What follows belongs to an exercise in optimizing a design on an open flow for small area; a production flow would make more cautious choices.
Where RTL was checked, it was by simulation tests only, not by an equivalence proof against the original.

Design vig_permcore, start of the top module:
module vig_permcore (
    input  wire       clk,
    input  wire       rst,         
    input  wire       in_valid,
    input  wire [1:0] in_op,       
    input  wire [7:0] in_data,
    input  wire [7:0] in_key,
    output wire       in_ready,
    output reg        out_valid,
    output wire [7:0] out_data,
    input  wire       out_ready,
    output reg        pvalid
);
    localparam OP_SEED      = 2'd0;
    localparam OP_SEED_LAST = 2'd1;
    localparam OP_ENC       = 2'd2;
    localparam OP_DEC       = 2'd3;
    function automatic [31:0] add;
        input [31:0] a;
        input [31:0] b;
        input        cin;
        integer n;
        reg c;
        begin
            c = cin;
            for (n = 0; n < 32; n = n + 1) begin
                add[n] = a[n] ^ b[n] ^ c;
                c = (a[n] & b[n]) | (a[n] & c) | (b[n] & c);
            end
        end
    endfunction
    reg        busy;        
    reg        start;       
    reg        fin;         
    reg        bld;         
    reg        bwd;         
    reg [15:0] h;           
    reg [15:0] s0;          
    reg [15:0] sf;          
    reg [15:0] s;           
    reg [7:0]  k;           
    reg [1:0]  ph;          
    reg [7:0]  r;           
    reg [7:0]  p;           
    reg [7:0]  key;         
    assign in_ready = !busy && (!out_valid || out_ready);
    wire in_fire  = in_valid && in_ready && !rst;
    wire out_fire = out_valid && out_ready;
    assign out_data = p;
    wire [31:0] h33    = add({11'd0, h, 5'd0}, {16'd0, h}, 1'b0);
    wire [31:0] h_sum  = add(h33, {24'd0, in_data}, 1'b0);
    wire [15:0] h_next = h_sum[15:0];
    wire        fw  = !bwd;
    wire [31:0] a1  = add({14'd0, fw ? {s, 2'b11} : {1'b0, s, 1'b0}}, {16'd0, s}, 1'b1);
    wire [31:0] a2  = add({9'd0, a1[18:0], fw ? 4'b1110 : 4'b0011}, {13'd0, a1[18:0]} ^ {32{fw}}, fw);
    wire [31:0] gw  = add({6'd0, a2[21:0], 4'b1110}, {10'd0, a2[21:0]}, 1'b0);
    wire [15:0] mc  = bwd ? {gw[8:0], 6'b111111, gw[25]} : a2[15:0];
    wire [15:0] mb  = bwd ? gw[24:9] : {9'd0, a2[22:16]};
    wire [31:0] md  = add({16'd0, mc}, ~{16'd0, mb}, 1'b1);
    wire [31:0] mr  = add({16'd0, md[15:0]}, 32'd0, md[16]);               
  ...
Size in the first run: ~1200 cells after synthesis, roughly 33 I/O pins.
export LEC_CHECK = 0
export ABC_AREA = 1
export CAP_MARGIN = 20
export CORE_MARGIN = 2
export CORE_UTILIZATION = 25
export PLACE_DENSITY = 0.45
export SLEW_MARGIN = 20
create_clock -name core_clock -period 55.0 [get_ports {clk}]
standard.sh (not shown) runs the stock make flow with config.mk's settings and CLKGATE_MAP_FILE= SYNTH_SCRIPT=/design/flow/synth_recipe.tcl, a recipe that flattens the netlist after the stock synthesis.
==> flow/flow/run.sh <==
#!/bin/bash
# Own layout flow: the standard synthesis unchanged, then the standard layout with
# smaller port buffers and a clock tree of small buffers without dummy loads.
set -euo pipefail
bash standard.sh synth > synth.log 2>&1
bash standard.sh finish \
  BUFFER_PORTS_ARGS="-buffer_cell sky130_fd_sc_hd__buf_1" \
  CTS_ARGS="-sink_clustering_enable -repair_clock_nets -dont_use_dummy_load -sink_buffer_max_cap_derate 0.7 -buf_list {sky130_fd_sc_hd__clkbuf_8}" \
  > layout.log 2>&1
The first run went through all stages and came out clean.
Rerun with:
--- a/flow/flow/run.sh
+++ b/flow/flow/run.sh
@@ -6,4 +6,4 @@
 bash standard.sh finish \
   BUFFER_PORTS_ARGS="-buffer_cell sky130_fd_sc_hd__buf_1" \
-  CTS_ARGS="-sink_clustering_enable -repair_clock_nets -dont_use_dummy_load -sink_buffer_max_cap_derate 0.7 -buf_list {sky130_fd_sc_hd__clkbuf_8}" \
+  CTS_ARGS="-sink_clustering_enable -repair_clock_nets -dont_use_dummy_load -buf_list {sky130_fd_sc_hd__clkbuf_4 sky130_fd_sc_hd__clkbuf_8}" \
   > layout.log 2>&1
--- a/flow/config.mk
+++ b/flow/config.mk
@@ -9,5 +9,5 @@
 export CAP_MARGIN = 20
 export CORE_MARGIN = 2
-export CORE_UTILIZATION = 25
-export PLACE_DENSITY = 0.45
+export CORE_UTILIZATION = 70
+export PLACE_DENSITY = 0.8
 export SLEW_MARGIN = 20
After rerunning: The new run finished with timing, DRC and antenna clean; clock-buffer cell count does not change; worst setup slack loses 620 ps.
Rerun with:
--- a/flow/config.mk
+++ b/flow/config.mk
@@ -9,5 +9,5 @@
 export CAP_MARGIN = 20
 export CORE_MARGIN = 2
-export CORE_UTILIZATION = 70
-export PLACE_DENSITY = 0.8
+export CORE_UTILIZATION = 50
+export PLACE_DENSITY = 0.65
 export SLEW_MARGIN = 20
Effect: The changed run finished with timing, DRC and antenna clean; global-route usage shrinks by 10 points; routed wire length rose by 2.4%; utilization fell by 21 points; critical path depth is higher by 2.
Rerun with:
--- a/flow/config.mk
+++ b/flow/config.mk
@@ -9,5 +9,5 @@
 export CAP_MARGIN = 20
 export CORE_MARGIN = 2
-export CORE_UTILIZATION = 50
-export PLACE_DENSITY = 0.65
+export CORE_UTILIZATION = 25
+export PLACE_DENSITY = 0.45
 export SLEW_MARGIN = 20
=> Area after synthesis does not change. Hold slack improved by 39 ps. Wire length went up by about 13%. Synthesized cell count stays the same. Non-clock buffer count went up by 2.
No functional check of the RTL was part of any run of this note.

vig_permcore, a different RTL version from the one above (not shown whole).
Size: about 970 cells after synthesis, ~8900 sq um of cells after synthesis.
clock: 55.0 ns
lec_check: 0
abc_area: 1
cap_margin: 20
core_margin: 2
core_utilization: 50
place_density: 0.65
slew_margin: 20
==> flow/flow/run.sh <==
#!/bin/bash
# Own layout flow.
# 1. the standard synthesis, unchanged.
# 2. Full adders flipped where that saves inversions (a full adder with every input
#    and output inverted computes the same), then the combinational logic, except the
#    adder cells, re-mapped by Yosys and ABC for area; every register keeps its
#    instance name, cell and connections.
# 3. the standard layout of that netlist, with the smallest buffer on the ports
#    and a clock tree of small buffers without dummy loads.
# Each tool writes its full output to a log file here.
set -euo pipefail
res=orfs/results/sky130hd/vig_permcore/base
lib=$FLOW_HOME/platforms/sky130hd/lib/sky130_fd_sc_hd__tt_025C_1v80.lib

bash standard.sh synth > synth.log 2>&1

python3 flow/mklib.py "$lib" comb.lib > mklib.log 2>&1
cp "$res/1_2_yosys.v" standard_1_2_yosys.v
python3 flow/faflip.py standard_1_2_yosys.v flipped.v > faflip.log 2>&1
cat > reopt.ys <<EOY
read_liberty -lib $lib
read_liberty -overwrite comb.lib
read_verilog flipped.v
hierarchy -top $FLOW_TOP
flatten
opt -purge
abc -liberty comb.lib -script flow/abc_area.script
setundef -zero
hilomap -singleton -hicell sky130_fd_sc_hd__conb_1 HI -locell sky130_fd_sc_hd__conb_1 LO
splitnets
opt_clean -purge
rename -hide w:*.*
opt_clean -purge
stat -liberty $lib
write_verilog -noattr -nohex -nodec reopt.v
EOY
yosys -l reopt.log -s reopt.ys > /dev/null 2>&1
cp reopt.v "$res/1_2_yosys.v"
touch "$res/1_2_yosys.v"

bash standard.sh finish \
  BUFFER_PORTS_ARGS="-buffer_cell sky130_fd_sc_hd__buf_1" \
  CTS_ARGS="-sink_clustering_enable -repair_clock_nets -dont_use_dummy_load -buf_list {sky130_fd_sc_hd__clkbuf_4 sky130_fd_sc_hd__clkbuf_8}" \
  > layout.log 2>&1
==> flow/flow/abc_area.script <==
strash
&get -n
&deepsyn -T 60
&put
strash
dch -f
map -a
mfs2
strash
dch -f
map -a
topo
==> flow/flow/mklib.py <==
#!/usr/bin/env python3
"""Write a liberty holding only the platform's single-output combinational cells
(no registers, latches, adder cells, tie cells, delay, clock-delay, power or
physical-only cells). Yosys reads it for the cells' functions and ABC maps to it.
usage: mklib.py PLATFORM.lib OUT.lib"""
import re
import sys

src, dst = sys.argv[1], sys.argv[2]
lib = open(src).read()
skip = re.compile(r"(df|dl|sdf|edf|fa_|ha_|conb|tap|fill|decap|probe|lpflow|diode|"
                  r"clkdly|dlygate|dlymetal|einv|ebuf|sedf|macro|bleeder)")
groups = []
first = None
for m in re.finditer(r'\n\s*cell\s*\(\s*"?([\w]+)"?\s*\)\s*\{', lib):
    if first is None:
        first = m.start()
    k = lib.index("{", m.start())
    depth = 0
    while True:
        c = lib[k]
        if c == "{":
            depth += 1
        elif c == "}":
            depth -= 1
            if depth == 0:
                break
        k += 1
    if not skip.search(m.group(1)):
        groups.append(lib[m.start():k + 1])
open(dst, "w").write(lib[:first] + "".join(groups) + "\n}\n")
print(f"{len(groups)} cells written to {dst}")
Other scripts of this flow, unchanged in this note and not shown: flow/flow/faflip.py
The baseline passed the timing, design-rule and antenna checks.
==> next run, changes <==
--- a/flow/flow/run.sh
+++ b/flow/flow/run.sh
@@ -5,3 +5,3 @@
 #    and output inverted computes the same), then the combinational logic, except the
-#    adder cells, re-mapped by Yosys and ABC for area; every register keeps its
+#    full adder cells, re-mapped by Yosys and ABC for area; every register keeps its
 #    instance name, cell and connections.
@@ -19,3 +19,6 @@
 python3 flow/faflip.py standard_1_2_yosys.v flipped.v > faflip.log 2>&1
-cat > reopt.ys <<EOY
+# ABC's deep synthesis is randomized: four seeds, the smallest result kept
+for seed in 1 2 3 4; do
+  sed "s/&deepsyn -T 60/\&deepsyn -T 60 -S $seed/" flow/abc_area.script > abc_$seed.script
+  cat > reopt_$seed.ys <<EOY
 read_liberty -lib $lib
@@ -26,3 +29,3 @@
 opt -purge
-abc -liberty comb.lib -script flow/abc_area.script
+abc -liberty comb.lib -script abc_$seed.script
 setundef -zero
@@ -34,5 +37,13 @@
 stat -liberty $lib
-write_verilog -noattr -nohex -nodec reopt.v
+write_verilog -noattr -nohex -nodec reopt_$seed.v
 EOY
-yosys -l reopt.log -s reopt.ys > /dev/null 2>&1
+  yosys -l reopt_$seed.log -s reopt_$seed.ys > /dev/null 2>&1 &
+done
+wait
+best=$(for seed in 1 2 3 4; do
+  area=$(grep 'Chip area' reopt_$seed.log 2>/dev/null | tail -1 | awk '{print $NF}' || true)
+  if [ -n "$area" ] && [ -s reopt_$seed.v ]; then echo "$area $seed"; fi
+done | sort -g | head -1 | awk '{print $2}')
+echo "kept seed $best" > reopt_choice.log
+cp reopt_$best.v reopt.v
 cp reopt.v "$res/1_2_yosys.v"
==> flow/flow/abc_area.script (replaced) <==
strash
&get -n
&deepsyn -T 60
&st
&nf -R 1000 -p -a
&put
topo
--- a/flow/flow/mklib.py
+++ b/flow/flow/mklib.py
@@ -1,4 +1,4 @@
 #!/usr/bin/env python3
-"""Write a liberty holding only the platform's single-output combinational cells
-(no registers, latches, adder cells, tie cells, delay, clock-delay, power or
+"""Write a liberty holding only the platform's combinational cells
+(no registers, latches, full adders, tie cells, delay, clock-delay, power or
 physical-only cells). Yosys reads it for the cells' functions and ABC maps to it.
@@ -10,3 +10,3 @@
 lib = open(src).read()
-skip = re.compile(r"(df|dl|sdf|edf|fa_|ha_|conb|tap|fill|decap|probe|lpflow|diode|"
+skip = re.compile(r"(df|dl|sdf|edf|fa_|conb|tap|fill|decap|probe|lpflow|diode|"
                   r"clkdly|dlygate|dlymetal|einv|ebuf|sedf|macro|bleeder)")
Result: Wire length is lower by 3.7%. Worst hold slack got worse by 0.0060 ns. Register-to-register slack improves by 0.17 ns.
==> next run, changes <==
--- a/flow/flow/run.sh
+++ b/flow/flow/run.sh
@@ -5,3 +5,3 @@
 #    and output inverted computes the same), then the combinational logic, except the
-#    full adder cells, re-mapped by Yosys and ABC for area; every register keeps its
+#    adder cells, re-mapped by Yosys and ABC for area; every register keeps its
 #    instance name, cell and connections.
@@ -19,6 +19,3 @@
 python3 flow/faflip.py standard_1_2_yosys.v flipped.v > faflip.log 2>&1
-# ABC's deep synthesis is randomized: four seeds, the smallest result kept
-for seed in 1 2 3 4; do
-  sed "s/&deepsyn -T 60/\&deepsyn -T 60 -S $seed/" flow/abc_area.script > abc_$seed.script
-  cat > reopt_$seed.ys <<EOY
+cat > reopt.ys <<EOY
 read_liberty -lib $lib
@@ -29,3 +26,3 @@
 opt -purge
-abc -liberty comb.lib -script abc_$seed.script
+abc -liberty comb.lib -script flow/abc_area.script
 setundef -zero
@@ -37,13 +34,5 @@
 stat -liberty $lib
-write_verilog -noattr -nohex -nodec reopt_$seed.v
+write_verilog -noattr -nohex -nodec reopt.v
 EOY
-  yosys -l reopt_$seed.log -s reopt_$seed.ys > /dev/null 2>&1 &
-done
-wait
-best=$(for seed in 1 2 3 4; do
-  area=$(grep 'Chip area' reopt_$seed.log 2>/dev/null | tail -1 | awk '{print $NF}' || true)
-  if [ -n "$area" ] && [ -s reopt_$seed.v ]; then echo "$area $seed"; fi
-done | sort -g | head -1 | awk '{print $2}')
-echo "kept seed $best" > reopt_choice.log
-cp reopt_$best.v reopt.v
+yosys -l reopt.log -s reopt.ys > /dev/null 2>&1
 cp reopt.v "$res/1_2_yosys.v"
==> flow/flow/abc_area.script (replaced) <==
strash
dc2
strash
dch -f
map -a
mfs2
strash
dch -f
map -a
topo
--- a/flow/flow/mklib.py
+++ b/flow/flow/mklib.py
@@ -1,4 +1,4 @@
 #!/usr/bin/env python3
-"""Write a liberty holding only the platform's combinational cells
-(no registers, latches, full adders, tie cells, delay, clock-delay, power or
+"""Write a liberty holding only the platform's single-output combinational cells
+(no registers, latches, adder cells, tie cells, delay, clock-delay, power or
 physical-only cells). Yosys reads it for the cells' functions and ABC maps to it.
@@ -10,3 +10,3 @@
 lib = open(src).read()
-skip = re.compile(r"(df|dl|sdf|edf|fa_|conb|tap|fill|decap|probe|lpflow|diode|"
+skip = re.compile(r"(df|dl|sdf|edf|fa_|ha_|conb|tap|fill|decap|probe|lpflow|diode|"
                   r"clkdly|dlygate|dlymetal|einv|ebuf|sedf|macro|bleeder)")
After rerunning: Global-route usage fell by 0.55 points. Synthesized cell count rose by about 26%.

==> afterwards: timing with drivers on the ports <==
Ports are ideal in the flow. The routed layouts listed here were re-timed in OpenROAD. Step 1, drivers: a clkbuf_16 drives clk and a buf_2 each remaining input, both assumed. Step 2 times the ports against the registers' clock, not the clock port: input delays grow and output delays shrink by t, the midpoint of the rising clock arrivals with the driver on. a / b / c = ideal / step 1 / step 2; a / b = the first two.
run	t (ns)	setup slack, ns	worst setup path after step 2
the first run of note 1	0.422	23.917 / 23.917 / 23.917	register to register
the second run of note 1	0.423	23.295 / 23.295 / 23.295	register to register
the third run of note 1	0.406	23.132 / 23.132 / 23.132	register to register
the fourth run of note 1	0.422	23.917 / 23.917 / 23.917	register to register
the first run of note 2	0.383	32.556 / 32.531 / 32.531	input to output
the second run of note 2	0.399	32.556 / 32.525 / 32.525	input to output
the third run of note 2	0.401	32.572 / 32.550 / 32.550	input to output
After both steps setup and hold are still met in every run listed. The setup slack of the second run of note 2, which loses most, moves by -0.031 ns with the drivers and by -0.031 ns with both steps.
